From an optimization exercise on the open Yosys and OpenROAD flow, aimed at small area, a short achievable clock period and few clock cycles per item; shortcuts taken in it are not production practice.
RTL that was checked went through simulation tests only; none was proved equivalent to the original.
The RTL of runs 5 and 6 was laid out without a check of its function.

==> flow/design.v <==
module cffu_chk (
    input  wire        clk,
    input  wire        rst,           
    input  wire        cmd_valid,
    output wire        cmd_ready,
    input  wire        cmd_crc32,     
    input  wire [19:0] cmd_len,       
    input  wire [31:0] cmd_expect,    
    input  wire        in_valid,
    output wire        in_ready,
    input  wire [31:0] in_data,
    output reg         done,
    output wire [31:0] result,
    output reg         match
);
    localparam [31:0] CRC_POLY = 32'hEDB88320;
    reg         cr_q;         
    reg         rdy_q;        
    reg         st_ini;       
    reg         st_run;       
    reg         st_afin;      
    reg         st_inv;       
    reg         st_fin;       
    reg  [3:0]  kcnt;
    reg  [4:0]  icnt;
    reg         empty;        
    reg         alg_crc;
    reg  [1:0]  zpad;         
    reg  [31:0] expect_q;
    reg  [17:0] wcnt;         
    reg         wpart;        
    reg         last1;        
    reg  [31:0] in_q;
    reg         in_v, in_l;
    reg  [9:0]  sw_s;
    reg  [11:0] sw_w;
    reg         sw_v, sw_l;
    reg  [16:0] xq;           
    reg         ga_q, gb_q;   
    reg  [15:0] lo, hi;       
    reg         a16;          
    reg  [1:0]  bh;           
    assign cmd_ready = cr_q;
    assign in_ready  = rdy_q;
    assign result    = {hi, lo};
    wire accept = cmd_valid & cr_q;
    wire take   = in_valid & rdy_q;
    function [17:0] ks_add(input [17:0] a, input [17:0] b);
        integer i, d;
        reg [17:0] g, p, gg, pp;
        begin
            p  = a ^ b;
            g  = a & b;
            gg = g;
            pp = p;
            for (d = 1; d < 18; d = d * 2)
                for (i = 17; i >= d; i = i - 1) begin
                    gg[i] = gg[i] | (pp[i] & gg[i-d]);
                    pp[i] = pp[i] & pp[i-d];
                end
            ks_add = p ^ {gg[16:0], 1'b0};
        end
    endfunction
    function [17:0] csa_s(input [17:0] a, input [17:0] b, input [17:0] c);
        csa_s = a ^ b ^ c;
    endfunction
    function [17:0] csa_c(input [17:0] a, input [17:0] b, input [17:0] c);
        csa_c = {(a[16:0] & b[16:0]) | (a[16:0] & c[16:0]) | (b[16:0] & c[16:0]), 1'b0};
    endfunction
    function [17:0] add3(input [17:0] a, input [17:0] b, input [17:0] c);
        add3 = ks_add(csa_s(a, b, c), csa_c(a, b, c));
    endfunction
    function [6:0] mul15(input [2:0] x);
        case (x)
            3'd0: mul15 = 7'd0;
            3'd1: mul15 = 7'd15;
            3'd2: mul15 = 7'd30;
            3'd3: mul15 = 7'd45;
            3'd4: mul15 = 7'd60;
            3'd5: mul15 = 7'd75;
            3'd6: mul15 = 7'd90;
            default: mul15 = 7'd105;
        endcase
    endfunction
    wire [17:0] len_w  = cmd_len[19:2];
    wire        len_p  = |cmd_len[1:0];
    wire        wc0    = (wcnt == 18'd0);
    wire        wc1    = (wcnt == 18'd1);
    wire        wc2    = (wcnt == 18'd2);
    reg  [17:0] wdec;
    integer     k;
    always @(*) begin
        for (k = 0; k < 18; k = k + 1)
            wdec[k] = wcnt[k] ^ ~(|(wcnt & ((18'd1 << k) - 18'd1)));
    end
    reg [31:0] tmask;
    always @(*) begin
        case (zpad)
            2'd1:    tmask = 32'h00FFFFFF;
            2'd2:    tmask = 32'h0000FFFF;
            2'd3:    tmask = 32'h000000FF;
            default: tmask = 32'hFFFFFFFF;
        endcase
    end
    wire [31:0] in_m = in_data & (last1 ? tmask : 32'hFFFFFFFF);
    wire [7:0]  d0 = in_q[7:0], d1 = in_q[15:8], d2 = in_q[23:16], d3 = in_q[31:24];
    wire [17:0] e0 = {10'd0, d0}, e1 = {10'd0, d1}, e2 = {10'd0, d2}, e3 = {10'd0, d3};
    wire [17:0] s_a = csa_s(e0, e1, e2), s_b = csa_c(e0, e1, e2);
    wire [17:0] s_sum18 = add3(s_a, s_b, e3);
    wire [9:0]  s_sum = s_sum18[9:0];
    wire [17:0] w_a = csa_s(e0 << 2, e1 << 1, e1), w_b = csa_c(e0 << 2, e1 << 1, e1);
    wire [17:0] w_c = csa_s(w_a, w_b, e2 << 1), w_d = csa_c(w_a, w_b, e2 << 1);
    wire [17:0] w_sum18 = add3(w_c, w_d, e3);
    wire [11:0] w_sum = w_sum18[11:0];
    wire [3:0]  zk     = {2'd0, zpad};
    wire        qstep  = st_afin & (zpad != 2'd0) & (kcnt >= 4'd2) & (kcnt <= zk + 4'd1);
    wire        a_ex   = st_afin & (kcnt == 4'd2);
    wire        b_ex   = st_afin & (kcnt == ((zpad == 2'd0) ? 4'd3 : zk + 4'd5));
    wire        ga_set = st_afin & (kcnt == 4'd1);
    wire        gb_set = st_afin & (kcnt == ((zpad == 2'd0) ? 4'd2 : zk + 4'd4));
    wire        ge_a   = (&lo[15:4]) & (|lo[3:0]);
    wire        ge_b   = (&hi[15:4]) & (|hi[3:0]);
    wire        fa     = a16 | ga_q;
    wire [1:0]  fb     = {bh[1], bh[0] | gb_q};
    wire [2:0]  a_top  = {a16, lo[15:14]};
    wire [17:0] a_nx18 = add3({2'd0, lo}, {14'd0, fa, fa, fa, fa}, {8'd0, sw_s});
    wire [16:0] a_nx   = a_nx18[16:0];
    wire [17:0] b_nx   = add3({2'd0, hi}, {11'd0, mul15({1'b0, fb})}, {1'b0, xq});
    wire [16:0] x_op1  = sw_v ? {1'b0, lo[13:0], 2'd0} : qstep ? {1'b0, ~lo} : 17'd0;
    wire [16:0] x_op2  = sw_v ? {10'd0, mul15(a_top)} : 17'd0;
    wire [16:0] x_op3  = {5'd0, sw_w} | (qstep ? 17'd65507 : 17'd0);
    wire [17:0] x_nx18 = add3({1'b0, x_op1}, {1'b0, x_op2}, {1'b0, x_op3});
    wire [16:0] x_nx   = x_nx18[16:0];
    function [31:0] crc32_word(input [31:0] r_in, input [31:0] d);
        integer i;
        reg [31:0] r;
        begin
            r = r_in ^ d;
            for (i = 0; i < 32; i = i + 1)
                r = r[0] ? ((r >> 1) ^ CRC_POLY) : (r >> 1);
            crc32_word = r;
        end
    endfunction
    function [31:0] crc32_unbit(input [31:0] r);
        reg [31:0] t;
        begin
            t = r[31] ? (r ^ CRC_POLY) : r;
            crc32_unbit = {t[30:0], r[31]};
        end
    endfunction
    wire [31:0] crc_c  = {hi, lo};
    wire [31:0] crc_nx = ~crc32_word(~crc_c, in_q);
    wire [31:0] crc_iv = ~crc32_unbit(~crc_c);
    wire crc_last   = st_run & alg_crc & in_v & in_l;
    wire adl_last   = st_run & !alg_crc & sw_v & sw_l;
    wire inv_last   = st_inv & (icnt == 5'd0);
    wire to_fin     = (crc_last & (zpad == 2'd0)) | (st_ini & empty & alg_crc) | b_ex | inv_last;
    always @(posedge clk) begin
        if (cr_q) begin
            alg_crc  <= cmd_crc32;
            zpad     <= -cmd_len[1:0];
            expect_q <= cmd_expect;
            empty    <= (cmd_len == 20'd0);
        end
        if (cr_q) begin
            wcnt  <= len_w;
            wpart <= len_p;
            last1 <= (len_w == 18'd1 && !len_p) || (len_w == 18'd0 && len_p);
        end else if (take) begin
            if (!wc0) wcnt <= wdec;
            else      wpart <= 1'b0;
            last1 <= (wc2 && !wpart) || (wc1 && wpart);
        end
        in_q <= in_m;
        sw_s <= in_v ? s_sum : 10'd0;
        sw_w <= in_v ? w_sum : 12'd0;
        xq   <= x_nx;
        ga_q <= ga_set & ge_a & !a16;
        gb_q <= gb_set & ge_b & !bh[0];
        if (st_ini) begin
            lo  <= alg_crc ? 16'd0 : 16'd1;
            hi  <= 16'd0;
            a16 <= 1'b0;
            bh  <= 2'd0;
        end else if (alg_crc) begin
            if (st_run & in_v)
                {hi, lo} <= crc_nx;
            else if (st_inv)
                {hi, lo} <= crc_iv;
        end else if (st_run | st_afin) begin
            {a16, lo} <= a_nx;
            {bh, hi}  <= b_nx;
            if (a_ex) a16 <= 1'b0;
            if (b_ex) bh  <= 2'd0;
        end
        if (st_ini)
            icnt <= {zpad, 3'b000} - 5'd1;
        else if (st_inv)
            icnt <= icnt - 5'd1;
        if (!st_afin)
            kcnt <= 4'd0;
        else
            kcnt <= kcnt + 4'd1;
        if (rst) begin
            cr_q    <= 1'b1;
            rdy_q   <= 1'b0;
            st_ini  <= 1'b0;
            st_run  <= 1'b0;
            st_afin <= 1'b0;
            st_inv  <= 1'b0;
            st_fin  <= 1'b0;
            done    <= 1'b0;
            match   <= 1'b0;
            in_v    <= 1'b0;
            in_l    <= 1'b0;
            sw_v    <= 1'b0;
            sw_l    <= 1'b0;
        end else begin
            in_v <= take;
            in_l <= take & last1;
            sw_v <= in_v;
            sw_l <= in_l;
            done  <= st_fin;
            match <= ({hi, lo} == expect_q);
            st_ini  <= accept;
            st_run  <= (st_ini & !empty) | (st_run & !crc_last & !adl_last);
            st_afin <= adl_last | (st_ini & empty & !alg_crc) | (st_afin & !b_ex);
            st_inv  <= (crc_last & (zpad != 2'd0)) | (st_inv & !inv_last);
            st_fin  <= to_fin;
            cr_q    <= to_fin | (cr_q & !accept);
            if (accept)
                rdy_q <= (cmd_len != 20'd0);
            else if (take & last1)
                rdy_q <= 1'b0;
        end
    end
endmodule
==> flow/run.sh <==
#!/bin/bash
# synth_recipe.tcl (not shown) runs the flow's synth.tcl, then flattens the netlist and writes it again
# the make line also repeats each setting of config.mk as NAME=value (left out here)
make -C /OpenROAD-flow-scripts/flow DESIGN_CONFIG=/design/flow/config.mk WORK_HOME=/design/flow/orfs CLKGATE_MAP_FILE= SYNTH_SCRIPT=/design/flow/synth_recipe.tcl finish
==> flow/config.mk <==
export PLATFORM = sky130hd
export DESIGN_NAME = cffu_chk
export DESIGN_NICKNAME = cffu_chk
export VERILOG_FILES = /design/flow/design.v
export SDC_FILE = /design/flow/constraint.sdc
export NUM_CORES = 4
export LEC_CHECK = 0
export CAP_MARGIN = 20
export CORE_MARGIN = 2
export CORE_UTILIZATION = 40
export SLEW_MARGIN = 20
==> flow/constraint.sdc <==
create_clock -name core_clock -period 8.0 [get_ports {clk}]
set_input_delay 1.6000 -clock core_clock [delete_from_list [all_inputs] [get_ports {clk}]]
set_output_delay 1.6000 -clock core_clock [all_outputs]
set_load 0.01 [all_outputs]
==> impl_metrics.toml, run 1 <==
[worst_setup_path]
slowest_delay_ns = 0.68
critical_path_class = "reg2reg"
crit_fanout = 25
cp.required_ns = 8.30
startpoint = "zpad[0]$_DFFE_PP_"
critical_path_buf_inv_count = 4
r2r-start = "zpad[0]$_DFFE_PP_"
cp-end-kind = "flop"
crit_family = "compound AO/OA/AOI/OAI gates"
cp_slowest_cell = "or4_1"
critical_path.startpoint_type = "flop"
worstPathArrival_ns = 6.64

[global_route]
grt_overflow_total = 0
grt_pass1_vias = 10840
grt_pass1_wl_um = 67740
gr-usage-all-layers = 0.2367
antenna_found_initial = 0
grt_max_degree = 76

[timing]
period_share = 0.7924
relSlewSlack = 0.3556
drv_slew = 0
layout_min_cycle_time_ns = 6.339
tightestPinTransition_ns = 0.9631
setup_tns_ns = 0
finalHoldViolCount = 0
clock.fmax_mhz = 157.8
skew_ns = 0.02000
rsz0062_at_grt = "no"
timing.hold.ws_ns = 0.4498
setup-violations-final = 0

[yosys]
synth_top_family_by_area = "XOR/XNOR gates"
synth_cells = 1486
synth_top_area_frac = 0.1553
muxShareOfSynthArea = 0.006133
synth-simple-area-share = 0.1129
synth_area_um2 = 14890
synth_edf_count = 77
synth-xor-area-share = 0.2551
synth_cell_type_count = 72
synth-warning-count = 1
synth_fa_ha_area_frac = 0.1773
synthArstFlopShare = 0
synth_ff_type = "dfxtp_1"
avgSynthCellArea_um2 = 10.02
synth_area_leaders = "edfxtp_1, dfxtp_1, xnor2_1"
syn_nets = 1753
synth_top_cell_by_area = "edfxtp_1"
synth_compound_area_frac = 0.1044
seq_area_frac_synth = 0.3018
synth-seq-cells = 186

[finish]
nets = 1861
syn2layout_area_growth_pct = 16.08
diodes = 0
post-route-cell-area_um2 = 17290
finalNonFillerCells = 2075
drive_gt1_frac = 0.05849

[run]
drv_cap = 0

[floorplanning]
core_um2 = 36610
start_util = 0.4068
dieWidth_um = 197.0
io_pins = 125
die_area_um2 = 38790
rows = 70
fp.dieH_um = 197.0

[drt]
wire_per_inst_um = 21.62
drc = 0
drt_iter0_drc = 1047
via_per_inst = 5.311
vias = 11020
drt_pass1_iterations = 5
ant_nets = 0
postRouteWirelength_um = 44870

[clock_network]
cts_tree = "built"
cts.sinks = 186
hold_buffers = 0
clk_path_buf_depth = 2
clock_latency_ns = 0.46
cts_resized = 0
cts-htree-levels = 4
post_cts_buffers = 0
clkSlewWorstSetupHoldPaths_ns = 0.08
cts_buffers = 17
cts-root-buf = "clkbuf_16"

[placement]
gp_congestion = 0.8786
io_buffers = 124
hpwl_um = 34790
placed_cell_area_um2 = 16650
placedCellCount = 2043

[outcome]
status = "no timing/DRC/antenna violations"

[hold_path]
hold_path.startpoint = "st_fin$_SDFF_PP0_"
min_path_type = "reg2reg"
[cell usage after synthesis (16+ instances only)]
| library cell | n |
|---|---|
| nor2_1 | 85 |
| clkbuf_1 | 44 |
| xnor2_2 | 22 |
| o21ai_0 | 58 |
| fa_1 | 55 |
| nor3_1 | 20 |
| nand3_1 | 21 |
| o31ai_1 | 20 |
| dfxtp_1 | 109 |
| nor4_1 | 17 |
| a21oi_1 | 58 |
| ha_1 | 123 |
| nand2_1 | 79 |
| and2_1 | 36 |
| xnor3_1 | 16 |
| xnor2_1 | 241 |
| inv_1 | 108 |
| xor2_1 | 78 |
| edfxtp_1 | 77 |
| nor2b_1 | 26 |
[cell type report]
type,count,area (um^2)
sequential,186,4496
inverter,110,412.9
clock inverter,14,188.9
multi-input combinational,1136,9769
fill,3512,19320
clock buffer,18,450.4
timing repair buffer,143,1384
tap,468,585.6
[worst register-to-register path, stage by stage (launching register included)]
cell and delay (ns):
edfxtp_1 0.44, inv_1 0.10, ha_1 0.35, inv_1 0.06, ha_1 0.29, a21o_1 0.11, a21oi_1 0.06, a31oi_1 0.13
or4_1 0.68, clkinv_1 0.55, o211ai_1 0.36, o31ai_1 0.11, nor2_1 0.10, ha_1 0.18, inv_1 0.06, fa_1 0.46
nor2b_1 0.12, o21ai_0 0.11, a21boi_0 0.24, o21ai_0 0.14, a21boi_0 0.25, o21ai_0 0.14, a21boi_0 0.25, o21ai_0 0.17
a21boi_0 0.28, o21a_1 0.19, o21a_1 0.14, o311ai_0 0.13
[final timing paths]
check                                       end  slack, ns  cells after the start
worst min register to register  done$_SDFF_PP0_       0.45                      1
worst min-delay path            done$_SDFF_PP0_       0.45                      1
worst max register to register   xq[15]$_DFF_P_       1.66                     27
worst max-delay path             xq[15]$_DFF_P_       1.66                     27
[kinds of logic (layout without fill, tap and decap cells)]
logic type	count (synthesis)	count (layout)
XOR/XNOR	370	370
AND/OR/NAND/NOR	338	338
AO/OA/AOI/OAI	241	241
flip-flops	186	186
adder cells (fa/ha/maj)	178	178
buffers and inverters	164	285
multiplexers	9	9
[stage by stage]
stage / utilization / setup WS, ns
global placement: 0.4547 / 2.018
CTS: 0.4722 / 1.745
global route: 0.4722 / 0.8821
floorplan: - / 2.658
finish: 0.4722 / 1.661
detailed placement: 0.4547 / 1.784
[sequential cells by signal, summed over array words and instances (netlist names), 2 cells and up]
| name | flops |
|---|---|
| bh | 2 |
| expect_q | 32 |
| hi | 16 |
| icnt | 5 |
| in_q | 32 |
| kcnt | 4 |
| lo | 16 |
| sw_s | 10 |
| sw_w | 12 |
| wcnt | 18 |
| xq | 17 |
| zpad | 2 |
[routing by layer]
metal  track usage  share of wire  vias to the layer above  wire (um)
met5             0              0                        -          0
met4       0.05737          0.017                        0        776
met3       0.03953          0.075                       50       3387
met2        0.3662           0.44                      409      19770
met1        0.3444           0.47                     5313      20940
li1              -              -                     5249          -
[cells in the final DEF, fill, tap and decap left out, types with 15 or more instances in the layout]
cell type	Yosys	layout
xnor2_1	241	241
clkdlybuf4s50_1	0	124
ha_1	123	123
inv_1	108	108
dfxtp_1	109	108
nor2_1	85	85
nand2_1	79	79
xor2_1	78	78
edfxtp_1	77	77
a21oi_1	58	58
o21ai_0	58	58
fa_1	55	55
and2_1	36	36
nor2b_1	26	26
xnor2_2	22	22
nand3_1	21	21
nor3_1	20	20
o31ai_1	20	20
buf_4	1	19
clkbuf_16	0	18
nor4_1	17	17
xnor3_1	16	16
nand2b_1	15	15
Testbench counts, summed over its fixed seeds: cycles 47,128, bytes 184,073.
==> run 2: changes to the inputs <==
--- a/flow/config.mk
+++ b/flow/config.mk
@@ -9,3 +9,4 @@
 export CORE_MARGIN = 2
 export CORE_UTILIZATION = 40
+export SETUP_SLACK_MARGIN = 5
 export SLEW_MARGIN = 20
==> impl_metrics.toml, run 2 <==
[hold_path]
min_path_type = "reg2reg"
hold_path.startpoint = "st_fin$_SDFF_PP0_"

[global_route]
grt_overflow_total = 0
grt_use_met2 = 0.4145
grt_pass1_wl_um = 76390
grt_use_met3 = 0.06383
grt_pass1_vias = 12670
grtUsageMet1 = 0.3597
grt_max_degree = 44
gr-usage-all-layers = 0.2659
antenna_found_initial = 0
grt_busiest_layer = "met2"

[floorplanning]
io_pins = 125
core_um2 = 36610
dieWidth_um = 197.0
fp.dieH_um = 197.0
rows = 70
die_area_um2 = 38790
start_util = 0.4068

[run]
drv_cap = 0

[yosys]
synth_ff_type = "dfxtp_1"
synth-warning-count = 1
synth_area_leaders = "edfxtp_1, dfxtp_1, xnor2_1"
synthArstFlopShare = 0
synth_area_um2 = 14890
synth_top_area_frac = 0.1553
synthMostInstantiatedCell = "xnor2_1"
avgSynthCellArea_um2 = 10.02
syn_nets = 1753
yosys-top-cells-count = "xnor2_1, ha_1, dfxtp_1"
synth_edf_count = 77
synth_cell_type_count = 72
synth_cells = 1486
seq_area_frac_synth = 0.3018
synth-seq-cells = 186
synth_top_cell_by_area = "edfxtp_1"

[worst_setup_path]
crit_fanout = 5
critical_path_class = "reg2reg"
cp_slowest_cell = "or4_4"
startpoint = "zpad[1]$_DFFE_PP_"
crit_top_cell = "a21oi_2"
r2r-start = "zpad[1]$_DFFE_PP_"
crit_path_cell_trace = "inv_2 -> ha_4 -> inv_2 -> ha_4 -> a21o_1 -> a21oi_2 -> a31oi_1 -> or4_4 -> o31ai_4 -> fa_1 -> ha_1 -> a21o_1 -> a21oi_2 -> o21ai_2 -> a21oi_2 -> o21ai_2 -> a21oi_2 -> o21ai_2 -> a21oi_2 -> o21ai_2 -> a211o_1 -> a2111oi_2 -> nand3b_1"
slowest_delay_ns = 0.50
worstPathArrival_ns = 5.28
cp-end-kind = "flop"
cp.required_ns = 8.39
critical_path.startpoint_type = "flop"

[clock_network]
cts.sinks = 186
clk_path_buf_depth = 2
clock_latency_ns = 0.45
clkSlewWorstSetupHoldPaths_ns = 0.08
cts-root-buf = "clkbuf_16"
cts_tree = "built"
cts-htree-levels = 4
cts_buffers = 17

[timing]
skew_ns = 0.01494
layout_min_cycle_time_ns = 4.889
tightestPinTransition_ns = 1.016
setup_tns_ns = 0
drv_slew = 0
clock.fmax_mhz = 204.6
setup-violations-final = 0
relSlewSlack = 0.3199
fin_ws_ns = 3.111
finalHoldViolCount = 0
period_share = 0.6111
rsz0062_at_grt = "yes"

[placement]
hpwl_um = 34680
io_buffers = 124
preCtsSetupSlack_ns = 2.177
gp_congestion = 0.8786

[drt]
drc = 0
via_per_inst = 5.323
vias = 12540
drt_pass1_iterations = 6
ant_nets = 0
postRouteWirelength_um = 52860
drt_iter0_drc = 904
wire_per_inst_um = 22.45

[finish]
layout_common_cells = "buf_4, xnor2_1, ha_1, buf_6, inv_1"
final_common_cell = "buf_4"
diodes = 0
largest_registers = "expect_q x32, in_q x32, wcnt x18"
nFillCells = 2845
drive_gt1_frac = 0.3471
syn2layout_area_growth_pct = 50.70
nets = 2141

[outcome]
status = "no timing/DRC/antenna violations"
## run 2: changes by cell type in the layout (fill, tap and decap cells not counted), sizes merged
cell           change
clkbuf             +2
clkinv             -3
dlymetal6s2s      +12
bufbuf             +2
clkdlybuf4s15      +1
clkdlybuf4s50     -41
buf              +287
inv                +3
dlygate4sd2       +16
or4                +1
## run 2: kinds of logic (layout without fill, tap and decap cells)
group                      Yosys count  count (layout)  synth area share
adders and majority gates          178             178            0.1773
muxes                                9               9          0.006134
and+or+nand+nor                    338             339            0.1129
AOI/OAI and AO/OA                  241             241            0.1044
xor gates and xnor gates           370             370            0.2551
DFF                                186             186            0.3018
buffers and inverters              164             564           0.04243
## run 2: critical path, delay by kind of cell, from the launching register on
kind                     cells  cell delay (ns)
AND/OR/NAND/NOR              2             0.66
flip-flops                   1             0.41
AO/OA/AOI/OAI               15             2.44
buffers and inverters        2             0.16
adder cells (fa/ha/maj)      4             1.16
## run 2: path summary, 6_finish.rpt
kind	endpoint	slack (ns)	depth (start not counted)
worst min register to register	done$_SDFF_PP0_	0.44	1
worst max-delay path	xq[16]$_DFF_P_	3.11	23
worst min-delay path	done$_SDFF_PP0_	0.44	1
worst max register to register	xq[16]$_DFF_P_	3.11	23
## run 2: final cells by class
| cell class | instances | area [um^2] | share of cell area |
|---|---|---|---|
| Clock buffer | 18 | 429.2 | 0.01912 |
| Multi-Input combinational cell | 1137 | 11980 | 0.5337 |
| Timing Repair Buffer | 422 | 4304 | 0.1918 |
| Sequential cell | 186 | 4562 | 0.2033 |
| Clock inverter | 14 | 152.6 | 0.006802 |
| Inverter | 110 | 430.4 | 0.01918 |
| Tap cell | 468 | 585.6 | 0.02609 |
## run 2: routing by layer
| layer | vias up | share of wire |
|---|---|---|
| li1 | 5819 | - |
| met5 | - | 0 |
| met4 | 0 | 0.037 |
| met1 | 6064 | 0.43 |
| met2 | 532 | 0.45 |
| met3 | 121 | 0.082 |
## run 2: timing repair
| action | in CTS | in global routing |
|---|---|---|
| cloned | 3 | 0 |
| buffers inserted | 221 | 54 |
| hold buffers | 0 | 0 |
| gates resized for setup | 302 | 139 |
| setup endpoints to repair | 98 | 95 |
| pin swaps | 127 | 122 |
## run 2: through the flow
| step | hold slack, ns | utilization | instances | cell area, um^2 |
|---|---|---|---|---|
| finish | 0.4445 | 0.6130 | 2355 | 22440 |
| global route | 0.4678 | 0.6130 | 2355 | 22440 |
| global placement | 0.4305 | 0.4781 | 2045 | 17500 |
| detailed placement | 0.4279 | 0.4781 | 2045 | 17500 |
| floorplan | 0.4138 | - | 1486 | 15810 |
| CTS | 0.4535 | 0.5815 | 2301 | 21290 |
==> run 3: changes to the inputs <==
==> flow/flow/run.sh (new file) <==
#!/bin/bash
# Standard synthesis, then the combinational logic between the standard
# synthesis's registers is re-mapped by ABC for delay (registers, their names
# and cell types are kept as they are), then the standard layout.
set -euo pipefail
W=$(pwd)
R=$W/orfs/results/$FLOW_PLATFORM/cffu_chk/base
LIB=$FLOW_HOME/platforms/$FLOW_PLATFORM/lib/sky130_fd_sc_hd__tt_025C_1v80.lib

bash standard.sh synth > $W/flow_synth.log 2>&1

cp $R/1_2_yosys.v $W/standard_synth.v
DUARGS=""
for c in $(cat $W/flow/dontuse.txt); do DUARGS="$DUARGS -dont_use $c"; done
sed -e "s#@LIB@#$LIB#g" -e "s#@IN@#$W/standard_synth.v#" -e "s#@OUT@#$W/remapped.v#" \
    -e "s#@SCRIPT@#$W/flow/remap.abc#" -e "s#@DU@#$DUARGS#" $W/flow/remap.ys > $W/remap_run.ys
yosys -l $W/flow_remap.log -q $W/remap_run.ys > /dev/null 2>&1
cp $W/remapped.v $R/1_2_yosys.v
rm -f $R/1_synth.odb $R/1_synth.sdc

bash standard.sh > $W/flow_layout.log 2>&1
==> flow/flow/dontuse.txt (new file) <==
sky130_fd_sc_hd__probe_p_8 sky130_fd_sc_hd__probec_p_8 sky130_fd_sc_hd__lpflow_bleeder_1 sky130_fd_sc_hd__lpflow_clkbufkapwr_1 sky130_fd_sc_hd__lpflow_clkbufkapwr_16 sky130_fd_sc_hd__lpflow_clkbufkapwr_2 sky130_fd_sc_hd__lpflow_clkbufkapwr_4 sky130_fd_sc_hd__lpflow_clkbufkapwr_8 sky130_fd_sc_hd__lpflow_clkinvkapwr_1 sky130_fd_sc_hd__lpflow_clkinvkapwr_16 sky130_fd_sc_hd__lpflow_clkinvkapwr_2 sky130_fd_sc_hd__lpflow_clkinvkapwr_4 sky130_fd_sc_hd__lpflow_clkinvkapwr_8 sky130_fd_sc_hd__lpflow_decapkapwr_12 sky130_fd_sc_hd__lpflow_decapkapwr_3 sky130_fd_sc_hd__lpflow_decapkapwr_4 sky130_fd_sc_hd__lpflow_decapkapwr_6 sky130_fd_sc_hd__lpflow_decapkapwr_8 sky130_fd_sc_hd__lpflow_inputiso0n_1 sky130_fd_sc_hd__lpflow_inputiso0p_1 sky130_fd_sc_hd__lpflow_inputiso1n_1 sky130_fd_sc_hd__lpflow_inputiso1p_1 sky130_fd_sc_hd__lpflow_inputisolatch_1 sky130_fd_sc_hd__lpflow_isobufsrc_1 sky130_fd_sc_hd__lpflow_isobufsrc_16 sky130_fd_sc_hd__lpflow_isobufsrc_2 sky130_fd_sc_hd__lpflow_isobufsrc_4 sky130_fd_sc_hd__lpflow_isobufsrc_8 sky130_fd_sc_hd__lpflow_isobufsrckapwr_16 sky130_fd_sc_hd__lpflow_lsbuf_lh_hl_isowell_tap_1 sky130_fd_sc_hd__lpflow_lsbuf_lh_hl_isowell_tap_2 sky130_fd_sc_hd__lpflow_lsbuf_lh_hl_isowell_tap_4 sky130_fd_sc_hd__lpflow_lsbuf_lh_isowell_4 sky130_fd_sc_hd__lpflow_lsbuf_lh_isowell_tap_1 sky130_fd_sc_hd__lpflow_lsbuf_lh_isowell_tap_2 sky130_fd_sc_hd__lpflow_lsbuf_lh_isowell_tap_4
==> flow/flow/remap.abc (new file) <==
strash; dch; map -D 2000
==> flow/flow/remap.ys (new file) <==
read_liberty -ignore_miss_func @LIB@
blackbox sky130_fd_sc_hd__df* sky130_fd_sc_hd__edf* sky130_fd_sc_hd__sdf* sky130_fd_sc_hd__dl* sky130_fd_sc_hd__sed*
read_verilog @IN@
hierarchy -top cffu_chk
flatten
opt -purge
abc -script @SCRIPT@ -liberty @LIB@ @DU@
opt_clean
hilomap -singleton -hicell sky130_fd_sc_hd__conb_1 HI -locell sky130_fd_sc_hd__conb_1 LO
splitnets
opt_clean -purge
stat -liberty @LIB@
write_verilog -noattr -noexpr -nohex -nodec @OUT@
==> flow/standard.sh (new file) <==
#!/bin/bash
# synth_recipe.tcl (not shown) runs the flow's synth.tcl, then flattens the netlist and writes it again
# the make line also repeats each setting of config.mk as NAME=value (left out here)
make -C /OpenROAD-flow-scripts/flow DESIGN_CONFIG=/design/flow/config.mk WORK_HOME=/design/flow/orfs CLKGATE_MAP_FILE= SYNTH_SCRIPT=/design/flow/synth_recipe.tcl "${@:-finish}"
removed: flow/run.sh
==> impl_metrics.toml, run 3 <==
[outcome]
status = "no timing/DRC/antenna violations"

[worst_setup_path]
r2r_slack_ns = 4.57
cp_slowest_cell = "edfxtp_1"
critical_path.startpoint_type = "flop"
slowest_delay_ns = 0.44
crit_fanout = 8
r2r_cells = 18
crit_path_cell_trace = "buf_12 -> xor2_4 -> nand2_1 -> nand3_2 -> and2_4 -> nand2_2 -> nand2_8 -> xnor2_2 -> nand2_1 -> nand3_4 -> nand2_8 -> nand3_4 -> nand4_1 -> buf_6 -> and3_4 -> o21ai_2 -> nand3_2 -> o2bb2ai_2"
r2r-start = "lo[3]$_SDFFCE_PP0P_"
r2r_end = "lo[5]$_SDFFCE_PP0P_"
critical_path_class = "reg2reg"
worstPathArrival_ns = 3.64
cp.required_ns = 8.21
cp-end-kind = "flop"

[finish]
layout_common_cells = "nand2_1, nor2_1, clkinv_1, buf_4, nand2_2"
nets = 2911
multiInputGateArea_um2 = 13290
regArea_um2 = 4599
drive_gt1_frac = 0.3252
largest_registers = "expect_q x32, in_q x32, wcnt x18"
final_common_cell = "nand2_1"
syn2layout_area_growth_pct = 55.36
post-route-cell-area_um2 = 24060
nFillCells = 3469
diodes = 0
finalNonFillerCells = 3353

[global_route]
grt_overflow_total = 0
grt_pass1_wl_um = 102500
antenna_found_initial = 1
grt_max_degree = 34
gr-usage-all-layers = 0.3350
grt_pass1_vias = 17520

[yosys]
synth_cells = 2388
synth_area_um2 = 15490
synth-warning-count = 1
avgSynthCellArea_um2 = 6.485
syn_nets = 2477

[clock_network]
cts.sinks = 186
cts-root-buf = "clkbuf_16"
clock_latency_ns = 0.46
cts_buffers = 17
clkSlewWorstSetupHoldPaths_ns = 0.08
cts-htree-levels = 4
clk_path_buf_depth = 2
cts_tree = "built"
hold_buffers = 0

[hold_path]
hold_depth = 2
hold_end = "done$_SDFF_PP0_"
min_path_type = "reg2reg"
hold_path.startpoint = "st_fin$_SDFF_PP0_"

[timing]
finalHoldViolCount = 0
clock.fmax_mhz = 291.7
timing.hold.ws_ns = 0.4009
setup_tns_ns = 0
drv_slew = 0
rsz0062_at_grt = "yes"
layout_min_cycle_time_ns = 3.428
tightestPinTransition_ns = 1.087
relSlewSlack = 0.2726
period_share = 0.4285
setup-violations-final = 0
skew_ns = 0.01689

[drt]
postRouteWirelength_um = 69460
wire_per_inst_um = 20.72
via_per_inst = 5.558
ant_nets = 0
drt_iter0_drc = 1760
vias = 18640
drc = 0
drt_pass1_iterations = 7

[floorplanning]
io_pins = 125
die_area_um2 = 40300
start_util = 0.4026
rows = 72
fp.dieH_um = 200.8
dieWidth_um = 200.8
core_um2 = 38470

[placement]
hpwl_um = 50770
io_buffers = 124
placedCellCount = 3039
placed_cell_area_um2 = 17870
gp_congestion = 0.9993

[run]
drv_cap = 0
==> run 3: metrics by stage <==
| step | util | worst slack, ns |
|---|---|---|
| 6_report | 0.6255 | 4.572 |
| 3_3_place_gp | 0.4644 | 3.087 |
| 3_5_place_dp | 0.4645 | 3.067 |
| 5_1_grt | 0.6255 | 4.487 |
| 4_1_cts | 0.5768 | 4.715 |
| 2_1_floorplan | - | 4.866 |
==> run 3: area by class of cell <==
| class | count | share of cell area |
|---|---|---|
| inverter | 282 | 0.04743 |
| timing repair buffer | 414 | 0.1570 |
| sequential | 186 | 0.1912 |
| clock buffer | 18 | 0.01784 |
| clock inverter | 14 | 0.007437 |
| multi-input combinational | 1921 | 0.5522 |
| tap | 518 | 0.02694 |
==> run 3: per-layer routing <==
layer  vias up  track usage  part of all wire  wire, um
li1       8776            -                 -         -
met1      8831       0.4332              0.41     28200
met2       805       0.5518              0.46     31680
met3       225      0.05893             0.081      5596
met4         0       0.1426             0.057      3984
met5         -            0                 0         0
==> run 3: worst max-delay path, delay by kind of cell, from the launching register on <==
family                 cells  cell delay, ns
AO/OA/AOI/OAI              2            0.28
flip-flops                 1            0.44
XOR/XNOR                   2            0.36
buffers and inverters      2            0.35
AND/OR/NAND/NOR           12            1.72
==> run 3: worst max path at each step <==
| stage | from | to | cells past startpoint |
|---|---|---|---|
| 3_5_place_dp | lo[2]$_SDFFCE_PP0P_ | lo[5]$_SDFFCE_PP0P_ | 19 |
| 4_1_cts | lo[3]$_SDFFCE_PP0P_ | lo[5]$_SDFFCE_PP0P_ | 19 |
| 3_3_place_gp | lo[2]$_SDFFCE_PP0P_ | lo[5]$_SDFFCE_PP0P_ | 19 |
| 5_1_grt | lo[1]$_SDFFCE_PP0P_ | lo[4]$_SDFFCE_PP0P_ | 19 |
| 6_report | lo[3]$_SDFFCE_PP0P_ | lo[5]$_SDFFCE_PP0P_ | 18 |
| 2_1_floorplan | lo[2]$_SDFFCE_PP0P_ | lo[5]$_SDFFCE_PP0P_ | 17 |
==> run 3: repair_timing <==
action | CTS | global route
setup buffers | 220 | 59
cloned | 2 | 0
pin swaps | 121 | 147
setup endpoints to repair | 111 | 97
gates resized for setup | 500 | 329
==> run 4: changes to the inputs <==
==> flow/flow/remap.abc (replaced) <==
strash; dch; map -D 1500; topo; buffer -p; upsize -D 1500; dnsize -D 1500
==> impl_metrics.toml, run 4 <==
[floorplanning]
die_area_um2 = 44550
io_pins = 125
rows = 75
dieWidth_um = 211.1
core_um2 = 42130
fp.dieH_um = 211.1
start_util = 0.4071

[drt]
wire_per_inst_um = 23.51
via_per_inst = 5.946
drt_pass1_iterations = 6
postRouteWirelength_um = 85070
ant_nets = 0
drc = 0
drt_iter0_drc = 2299
vias = 21520

[run]
drv_cap = 0

[clock_network]
cts_tree = "built"
cts-htree-levels = 4
clock_latency_ns = 0.50
clk_path_buf_depth = 2
cts-root-buf = "clkbuf_16"
cts.sinks = 186
hold_buffers = 0
cts_buffers = 17
clkSlewWorstSetupHoldPaths_ns = 0.08

[global_route]
antenna_found_initial = 2
gr-usage-all-layers = 0.3755
grt_max_degree = 51
grt_overflow_total = 0
grt_pass1_vias = 19740
grt_pass1_wl_um = 122500

[timing]
skew_ns = 0.02322
timing.hold.ws_ns = 0.4445
finalHoldViolCount = 0
rsz0062_at_grt = "yes"
relSlewSlack = 0.2649
drv_slew = 0
layout_min_cycle_time_ns = 3.421
setup_tns_ns = 0
setup-violations-final = 0
tightestPinTransition_ns = 1.099
clock.fmax_mhz = 292.3
period_share = 0.4276

[finish]
drive_gt1_frac = 0.2839
syn2layout_area_growth_pct = 44.78
layout_common_cells = "nand2_1, nor2_1, inv_1, buf_4, nand3_1"
fin_util = 0.5894
final_common_cell = "nand2_1"
nFillCells = 3880
post-route-cell-area_um2 = 24830
nets = 3155
largest_registers = "expect_q x32, in_q x32, wcnt x18"

[worst_setup_path]
cp-end-kind = "flop"
cp_slowest_cell = "edfxtp_1"
crit_family = "simple AND/OR/NAND/NOR gates"
critical_path_buf_inv_count = 1
crit_top_cell = "nand2_1"
critical_path_class = "reg2reg"
cp.required_ns = 8.24
worstPathArrival_ns = 3.66
slowest_delay_ns = 0.52
critical_path.startpoint_type = "flop"
crit_fanout = 6
crit_path_cell_trace = "buf_6 -> xnor2_4 -> nand2_1 -> nand2_2 -> xnor3_1 -> nor2_1 -> nand3b_1 -> nand2_1 -> nand3_4 -> nand2_4 -> nand3_2 -> nand4_1 -> nand2_1 -> o21ai_0 -> a21oi_2 -> o22ai_1"

[yosys]
synth_cells = 2667
synth_area_um2 = 17150
syn_nets = 2756
synth-warning-count = 1
avgSynthCellArea_um2 = 6.431

[hold_path]
min_path_type = "reg2reg"

[placement]
hpwl_um = 63630
io_buffers = 124
gp_congestion = 1.012
placed_cell_area_um2 = 19120

[outcome]
status = "no timing/DRC/antenna violations"
## run 4: stage by stage
step	worst slack (ns)	instances
6_report	4.579	3619
5_1_grt	4.479	3618
4_1_cts	4.751	3540
3_5_place_dp	3.673	3331
3_3_place_gp	3.501	3331
2_1_floorplan	5.024	2667
## run 4: routing by layer
layer  up-vias  share of wire  global-route usage
met5         -        0.00047                   0
met3       280          0.096             0.07464
met2      1136           0.44              0.5767
li1       9856              -                   -
met4         2          0.068              0.2205
met1     10250           0.40              0.4894
## run 4: layout make-up
| cell class | count | area (um^2) | area share |
|---|---|---|---|
| Antenna cell | 1 | 2.502 | 0.0001008 |
| Clock buffer | 19 | 455.4 | 0.01834 |
| Clock inverter | 13 | 108.9 | 0.004384 |
| Inverter | 287 | 1136 | 0.04575 |
| Multi-Input combinational cell | 2181 | 14310 | 0.5763 |
| Sequential cell | 186 | 4573 | 0.1842 |
| Tap cell | 539 | 674.4 | 0.02716 |
| Timing Repair Buffer | 391 | 3561 | 0.1434 |
| Timing Repair inverter | 2 | 10.01 | 0.0004031 |
## run 4: what timing repair did
item                       4_1_cts  5_1_grt
gates cloned                     3        0
pin swaps                      115      122
setup endpoints to repair      100       76
buffers inserted               174       78
gates resized for setup        504      249
## run 4: final timing paths
kind | start | end | slack [ns] | cells past startpoint
min | st_fin$_SDFF_PP0_ | done$_SDFF_PP0_ | 0.44 | 2
max reg2reg | lo[1]$_SDFFCE_PP0P_ | lo[8]$_SDFFCE_PP0P_ | 4.58 | 16
min reg2reg | st_fin$_SDFF_PP0_ | done$_SDFF_PP0_ | 0.44 | 2
max | lo[1]$_SDFFCE_PP0P_ | lo[8]$_SDFFCE_PP0P_ | 4.58 | 16
## run 4: worst reg2reg max path, stage by stage, from the launching register on
cell and delay [ns]:
edfxtp_1 0.52, buf_6 0.18, xnor2_4 0.27, nand2_1 0.11, nand2_2 0.16, xnor3_1 0.34, nor2_1 0.20, nand3b_1 0.22
nand2_1 0.13, nand3_4 0.17, nand2_4 0.13, nand3_2 0.11, nand4_1 0.13, nand2_1 0.09, o21ai_0 0.10, a21oi_2 0.20
o22ai_1 0.10
==> run 5: changes to the inputs <==
--- a/flow/design.v
+++ b/flow/design.v
@@ -23,4 +23,5 @@
     reg         st_fin;       
     reg  [3:0]  kcnt;
+    reg         qstep, a_ex, b_ex;
     reg  [4:0]  icnt;
     reg         empty;        
@@ -45,4 +46,6 @@
     assign result    = {hi, lo};
     wire accept = cmd_valid & cr_q;
+    wire crc_last = st_run & alg_crc & in_v & in_l;
+    wire adl_last = st_run & !alg_crc & sw_v & sw_l;
     wire take   = in_valid & rdy_q;
     function [17:0] ks_add(input [17:0] a, input [17:0] b);
@@ -114,7 +117,9 @@
     wire [11:0] w_sum = w_sum18[11:0];
     wire [3:0]  zk     = {2'd0, zpad};
-    wire        qstep  = st_afin & (zpad != 2'd0) & (kcnt >= 4'd2) & (kcnt <= zk + 4'd1);
-    wire        a_ex   = st_afin & (kcnt == 4'd2);
-    wire        b_ex   = st_afin & (kcnt == ((zpad == 2'd0) ? 4'd3 : zk + 4'd5));
+    wire        afin_n = adl_last | (st_ini & empty & !alg_crc) | (st_afin & !b_ex);
+    wire [3:0]  kcnt_n = st_afin ? kcnt + 4'd1 : 4'd0;
+    wire        qstep_n = afin_n & (zpad != 2'd0) & (kcnt_n >= 4'd2) & (kcnt_n <= zk + 4'd1);
+    wire        a_ex_n  = afin_n & (kcnt_n == 4'd2);
+    wire        b_ex_n  = afin_n & (kcnt_n == ((zpad == 2'd0) ? 4'd3 : zk + 4'd5));
     wire        ga_set = st_afin & (kcnt == 4'd1);
     wire        gb_set = st_afin & (kcnt == ((zpad == 2'd0) ? 4'd2 : zk + 4'd4));
@@ -152,6 +157,4 @@
     wire [31:0] crc_nx = ~crc32_word(~crc_c, in_q);
     wire [31:0] crc_iv = ~crc32_unbit(~crc_c);
-    wire crc_last   = st_run & alg_crc & in_v & in_l;
-    wire adl_last   = st_run & !alg_crc & sw_v & sw_l;
     wire inv_last   = st_inv & (icnt == 5'd0);
     wire to_fin     = (crc_last & (zpad == 2'd0)) | (st_ini & empty & alg_crc) | b_ex | inv_last;
@@ -198,8 +201,5 @@
         else if (st_inv)
             icnt <= icnt - 5'd1;
-        if (!st_afin)
-            kcnt <= 4'd0;
-        else
-            kcnt <= kcnt + 4'd1;
+        kcnt <= kcnt_n;
         if (rst) begin
             cr_q    <= 1'b1;
@@ -208,4 +208,7 @@
             st_run  <= 1'b0;
             st_afin <= 1'b0;
+            qstep   <= 1'b0;
+            a_ex    <= 1'b0;
+            b_ex    <= 1'b0;
             st_inv  <= 1'b0;
             st_fin  <= 1'b0;
@@ -225,5 +228,8 @@
             st_ini  <= accept;
             st_run  <= (st_ini & !empty) | (st_run & !crc_last & !adl_last);
-            st_afin <= adl_last | (st_ini & empty & !alg_crc) | (st_afin & !b_ex);
+            st_afin <= afin_n;
+            qstep   <= qstep_n;
+            a_ex    <= a_ex_n;
+            b_ex    <= b_ex_n;
             st_inv  <= (crc_last & (zpad != 2'd0)) | (st_inv & !inv_last);
             st_fin  <= to_fin;
==> flow/flow/remap.abc (replaced) <==
strash; dch; map -D 2000
--- a/flow/config.mk
+++ b/flow/config.mk
@@ -9,4 +9,4 @@
 export CORE_MARGIN = 2
 export CORE_UTILIZATION = 40
-export SETUP_SLACK_MARGIN = 5
+export SETUP_SLACK_MARGIN = 3
 export SLEW_MARGIN = 20
==> impl_metrics.toml, run 5 <==
[timing]
finalHoldViolCount = 0
skew_ns = 0.01447
relSlewSlack = 0.3460
clock.fmax_mhz = 213.4
period_share = 0.5857
rsz0062_at_grt = "no"
layout_min_cycle_time_ns = 4.686
tightestPinTransition_ns = 0.9750
fin_ws_ns = 3.314
drv_slew = 0
setup-violations-final = 0
setup_tns_ns = 0

[floorplanning]
core_um2 = 37760
rows = 71
io_pins = 125
start_util = 0.4078
dieWidth_um = 200.2
die_area_um2 = 40080
fp.dieH_um = 200.2

[clock_network]
cts_buffers = 17
clkSlewWorstSetupHoldPaths_ns = 0.08
clock_latency_ns = 0.46
cts.sinks = 189
cts-htree-levels = 4
clk_path_buf_depth = 2
cts-root-buf = "clkbuf_16"
cts_tree = "built"

[worst_setup_path]
crit_family = "simple AND/OR/NAND/NOR gates"
crit_fanout = 10
worstPathArrival_ns = 5.03
critical_path_buf_inv_count = 2
slowest_delay_ns = 0.62
cp-end-kind = "flop"
cp.required_ns = 8.35
crit_top_cell = "nand2_1"
critical_path.startpoint_type = "flop"
critical_path_class = "reg2reg"
cp_slowest_cell = "edfxtp_1"
crit_path_cell_trace = "clkinvlp_4 -> nand2_1 -> nand2_2 -> nand3_1 -> nand4_1 -> xnor2_2 -> nand2_1 -> nand2_1 -> clkinv_1 -> nand2_1 -> nand3_1 -> nand2_1 -> nand2_1 -> nand2_1 -> nand2_1 -> nand3_1 -> a21oi_1 -> o311a_2"

[yosys]
synth_area_um2 = 15400
avgSynthCellArea_um2 = 6.577
syn_nets = 2430
synth-warning-count = 1
synth_cells = 2341

[drt]
drt_pass1_iterations = 6
postRouteWirelength_um = 58100
ant_nets = 0
drc = 0
drt_iter0_drc = 1367
via_per_inst = 5.412
wire_per_inst_um = 19.20
vias = 16380

[global_route]
grt_max_degree = 42
gr-usage-all-layers = 0.2840
grt_overflow_total = 0
grt_pass1_wl_um = 87370
antenna_found_initial = 2
grt_pass1_vias = 14890

[placement]
hpwl_um = 47200
gp_congestion = 0.9588
io_buffers = 124
placed_cell_area_um2 = 17400
preCtsSetupSlack_ns = 2.978

[finish]
fin_util = 0.4781
nFillCells = 3912
diodes = 0
nets = 2591
syn2layout_area_growth_pct = 17.24
largest_registers = "expect_q x32, in_q x32, wcnt x18"
drive_gt1_frac = 0.04493
final_common_cell = "nand2_1"
post-route-cell-area_um2 = 18050
layout_common_cells = "nand2_1, nor2_1, clkinv_1, xor2_1, nand3_1"

[hold_path]
min_path_type = "reg2reg"

[outcome]
status = "no timing/DRC/antenna violations"

[run]
drv_cap = 0
-- run 5: changes by cell type in the layout (fill, tap and decap cells not counted), moves of 31 or more --
cell / previous run / this run
buf_4: 216 / 18
clkdlybuf4s50_1: 91 / 124
clkinv_1: 1 / 292
dfxtp_1: 80 / 111
inv_1: 258 / 0
nand2_1: 515 / 554
nand2_2: 106 / 4
nand2_4: 64 / 0
nand3_1: 204 / 149
nand3_2: 99 / 0
nand4_1: 83 / 35
xnor2_1: 47 / 87
xor2_1: 76 / 182
-- run 5: worst paths after layout --
check / slack, ns / from / end / cells after the start
setup / recovery: 3.31 / lo[3]$_SDFFCE_PP0P_ / hi[12]$_SDFFE_PP0P_ / 18
hold / removal: 0.40 / st_fin$_SDFF_PP0_ / done$_SDFF_PP0_ / 2
setup reg to reg: 3.31 / lo[3]$_SDFFCE_PP0P_ / hi[12]$_SDFFE_PP0P_ / 18
hold reg to reg: 0.40 / st_fin$_SDFF_PP0_ / done$_SDFF_PP0_ / 2
-- run 5: final cells by class --
| cell class | instances | area [um^2] | area share |
|---|---|---|---|
| well taps | 511 | 639.4 | 0.03542 |
| clock inverters | 14 | 151.4 | 0.008388 |
| multi-input cells | 1859 | 9784 | 0.5421 |
| inverters | 293 | 1104 | 0.06114 |
| flip-flops and latches | 189 | 4556 | 0.2524 |
| clock buffers | 18 | 439.2 | 0.02433 |
| repair buffers | 142 | 1376 | 0.07625 |
-- run 5: through the flow --
step                      cells  hold WS, ns
after CTS                  3024       0.4068
final                      3026       0.4033
after global routing       3026       0.4236
after floorplan            2341       0.3833
after global placement     2992       0.3908
after detailed placement   2992       0.3970
-- run 5: what timing repair did --
action / CTS / global route
hold buffers: 0 / 0
endpoints found under the setup margin: 4 / 40
resized for setup: 1 / 10
buffers inserted: 0 / 2
-- run 5: metal layers --
metal  share of wire  global-route usage  vias up
li1                -                   -     8072
met3           0.077             0.03628       73
met5         0.00022                   0        -
met1            0.45              0.3929     7590
met2            0.45              0.4606      640
met4           0.026             0.08689        2
-- run 5: worst min-delay path, stage by stage (launching register included) --
cell and delay, ns:
dfxtp_1 0.30, clkinv_1 0.04, nor2_1 0.03
==> run 6: changes to the inputs <==
--- a/flow/config.mk
+++ b/flow/config.mk
@@ -9,4 +9,4 @@
 export CORE_MARGIN = 2
 export CORE_UTILIZATION = 40
-export SETUP_SLACK_MARGIN = 3
+export SETUP_SLACK_MARGIN = 4
 export SLEW_MARGIN = 20
==> impl_metrics.toml, run 6 <==
[floorplanning]
die_area_um2 = 40080
start_util = 0.4078
io_pins = 125
fp.dieH_um = 200.2
core_um2 = 37760
dieWidth_um = 200.2
rows = 71

[run]
drv_cap = 0

[worst_setup_path]
crit_top_cell = "nand2_1"
worstPathArrival_ns = 4.23
critical_path_buf_inv_count = 0
cp-endpoint = "hi[12]$_SDFFE_PP0P_"
crit_fanout = 9
crit_path_cell_trace = "xnor2_1 -> xnor2_2 -> nand2_1 -> nand2_1 -> nand3_1 -> and3_2 -> nand2_1 -> nand3_1 -> nand2_1 -> nand2_1 -> nand2_2 -> nand2_1 -> nand3_1 -> a21oi_1 -> o311a_2"
slowest_delay_ns = 0.69
r2r_cells = 15
r2r-start = "lo[9]$_SDFFCE_PP0P_"
r2r_slack_ns = 4.12
worst-path-stages = 15
cp_slowest_cell = "edfxtp_1"
crit_family = "simple AND/OR/NAND/NOR gates"
cp-end-kind = "flop"
r2r_end = "hi[12]$_SDFFE_PP0P_"
critical_path_class = "reg2reg"
critical_path.startpoint_type = "flop"
cp.required_ns = 8.35
startpoint = "lo[9]$_SDFFCE_PP0P_"

[timing]
finalHoldViolCount = 0
period_share = 0.4848
setup_tns_ns = 0
skew_ns = 0.01592
setup-violations-final = 0
fin_ws_ns = 4.121
relSlewSlack = 0.3494
tightestPinTransition_ns = 0.9700
timing.hold.ws_ns = 0.4034
drv_slew = 0
rsz0062_at_grt = "no"
clock.fmax_mhz = 257.8
layout_min_cycle_time_ns = 3.879

[global_route]
grt_overflow_total = 0
grt_max_degree = 42
antenna_found_initial = 2
grt_pass1_vias = 14980
gr-usage-all-layers = 0.2858
grt_pass1_wl_um = 87940

[drt]
wl_met1_um = 26440
ant_nets = 0
wire_per_inst_um = 19.24
met2_length_um = 26560
vias = 16470
drt_iter0_drc = 1408
met3WireLength_um = 4234
drt_pass1_iterations = 6
postRouteWirelength_um = 58700
via_per_inst = 5.400
drc = 0
maxUsedRoutingLayer = "met5"

[clock_network]
cts-root-buf = "clkbuf_16"
cts-htree-levels = 4
clkSlewWorstSetupHoldPaths_ns = 0.08
clk_path_buf_depth = 2
cts.sinks = 189
cts_buffers = 17
cts_tree = "built"
clock_latency_ns = 0.46

[placement]
placedCellCount = 2992
gp_congestion = 0.9588
preCtsSetupSlack_ns = 2.978
placed_cell_area_um2 = 17400
hpwl_um = 47200
io_buffers = 124

[hold_path]
min_path_type = "reg2reg"
hold_path.startpoint = "st_fin$_SDFF_PP0_"

[outcome]
status = "no timing/DRC/antenna violations"

[finish]
nFillCells = 3847
multiInputGateArea_um2 = 10160
diodes = 0
syn2layout_area_growth_pct = 21.31
largest_registers = "expect_q x32, in_q x32, wcnt x18"
final_common_cell = "nand2_1"
regArea_um2 = 4563
finalNonFillerCells = 3051
post-route-cell-area_um2 = 18680
layout_common_cells = "nand2_1, nor2_1, clkinv_1, xor2_1, nand3_1"
fin_util = 0.4947
nets = 2616
drive_gt1_frac = 0.08268

[yosys]
synth_area_um2 = 15400
avgSynthCellArea_um2 = 6.577
syn_nets = 2430
synth_cells = 2341
synth-warning-count = 1
[run 6: cell count changes in the layout (fill, tap and decap cells not counted), sizes merged]
| cell | previous run | this run |
|---|---|---|
| buf | 18 | 43 |
| clkinvlp | 1 | 6 |
| clkinv | 297 | 289 |
| inv | 8 | 11 |
[run 6: area by class of cell]
cell class                      instances  share of cell area
Clock buffer                           18             0.02351
Timing Repair Buffer                  167             0.08481
Tap cell                              511             0.03423
Multi-Input combinational cell       1859              0.5442
Sequential cell                       189              0.2443
Clock inverter                         14            0.008106
Inverter                              293             0.06076
[run 6: per-layer routing]
layer,GRT usage,vias to the layer above
met5,0,-
met1,0.3926,7672
met4,0.08342,2
met2,0.4654,603
li1,-,8122
met3,0.04100,75
[run 6: how the worst min path moves through the flow]
stage | end | depth (start not counted)
after floorplan | done$_SDFF_PP0_ | 2
after global placement | done$_SDFF_PP0_ | 2
after detailed placement | done$_SDFF_PP0_ | 2
after CTS | done$_SDFF_PP0_ | 2
after global routing | done$_SDFF_PP0_ | 2
final | done$_SDFF_PP0_ | 2
[run 6: repair_timing]
item	in CTS	in global routing
buffers inserted	13	13
pin swaps	3	1
setup endpoints to repair	64	75
gates resized for setup	38	70
cloned	0	1
hold buffers	0	0
[run 6: tightest hold or removal path, stage by stage, from the launching register on]
cell and delay (ns):
dfxtp_1 0.30, clkinv_1 0.04, nor2_1 0.03

separate check: timing with driven ports:
No port has a modelled driver above. Below, the same layouts with a new extraction and two added sets of constraints. Step 1 (the two cells are an assumption about what drives the block):
set clk [get_ports {clk}]
set_driving_cell -lib_cell sky130_fd_sc_hd__clkbuf_16 $clk
set_driving_cell -lib_cell sky130_fd_sc_hd__buf_2 [delete_from_list [all_inputs] $clk]
Step 2 times the ports against the registers' clock, not the clock port: input delays grow and output delays shrink by t, the midpoint of the rising clock arrivals with the driver on. Slacks: no drivers / after step 1 / after step 2; pairs: no drivers / after step 1.
| run | t (ns) | slack for setup (ns) | latest minus earliest clock arrival (ns) | worst slew at a driven data input, ns |
|---|---|---|---|---|
| run 1 | 0.499 | 1.661 / 1.661 / 1.661 | 0.022 / 0.022 | 0.07 |
| run 2 | 0.496 | 3.111 / 3.111 / 3.111 | 0.015 / 0.015 | 0.06 |
| run 3 | 0.510 | 4.572 / 4.572 / 4.572 | 0.017 / 0.017 | 0.05 |
| run 4 | 0.546 | 4.579 / 4.579 / 4.535 | 0.023 / 0.023 | 0.06 |
| run 5 | 0.507 | 3.314 / 3.314 / 3.314 | 0.014 / 0.014 | 0.05 |
| run 6 | 0.507 | 4.121 / 4.121 / 4.121 | 0.016 / 0.016 | 0.05 |
After both steps every run listed still meets setup and hold. The setup slack of run 4, which loses most, moves by 0.000 ns with the drivers and by -0.044 ns with both steps.
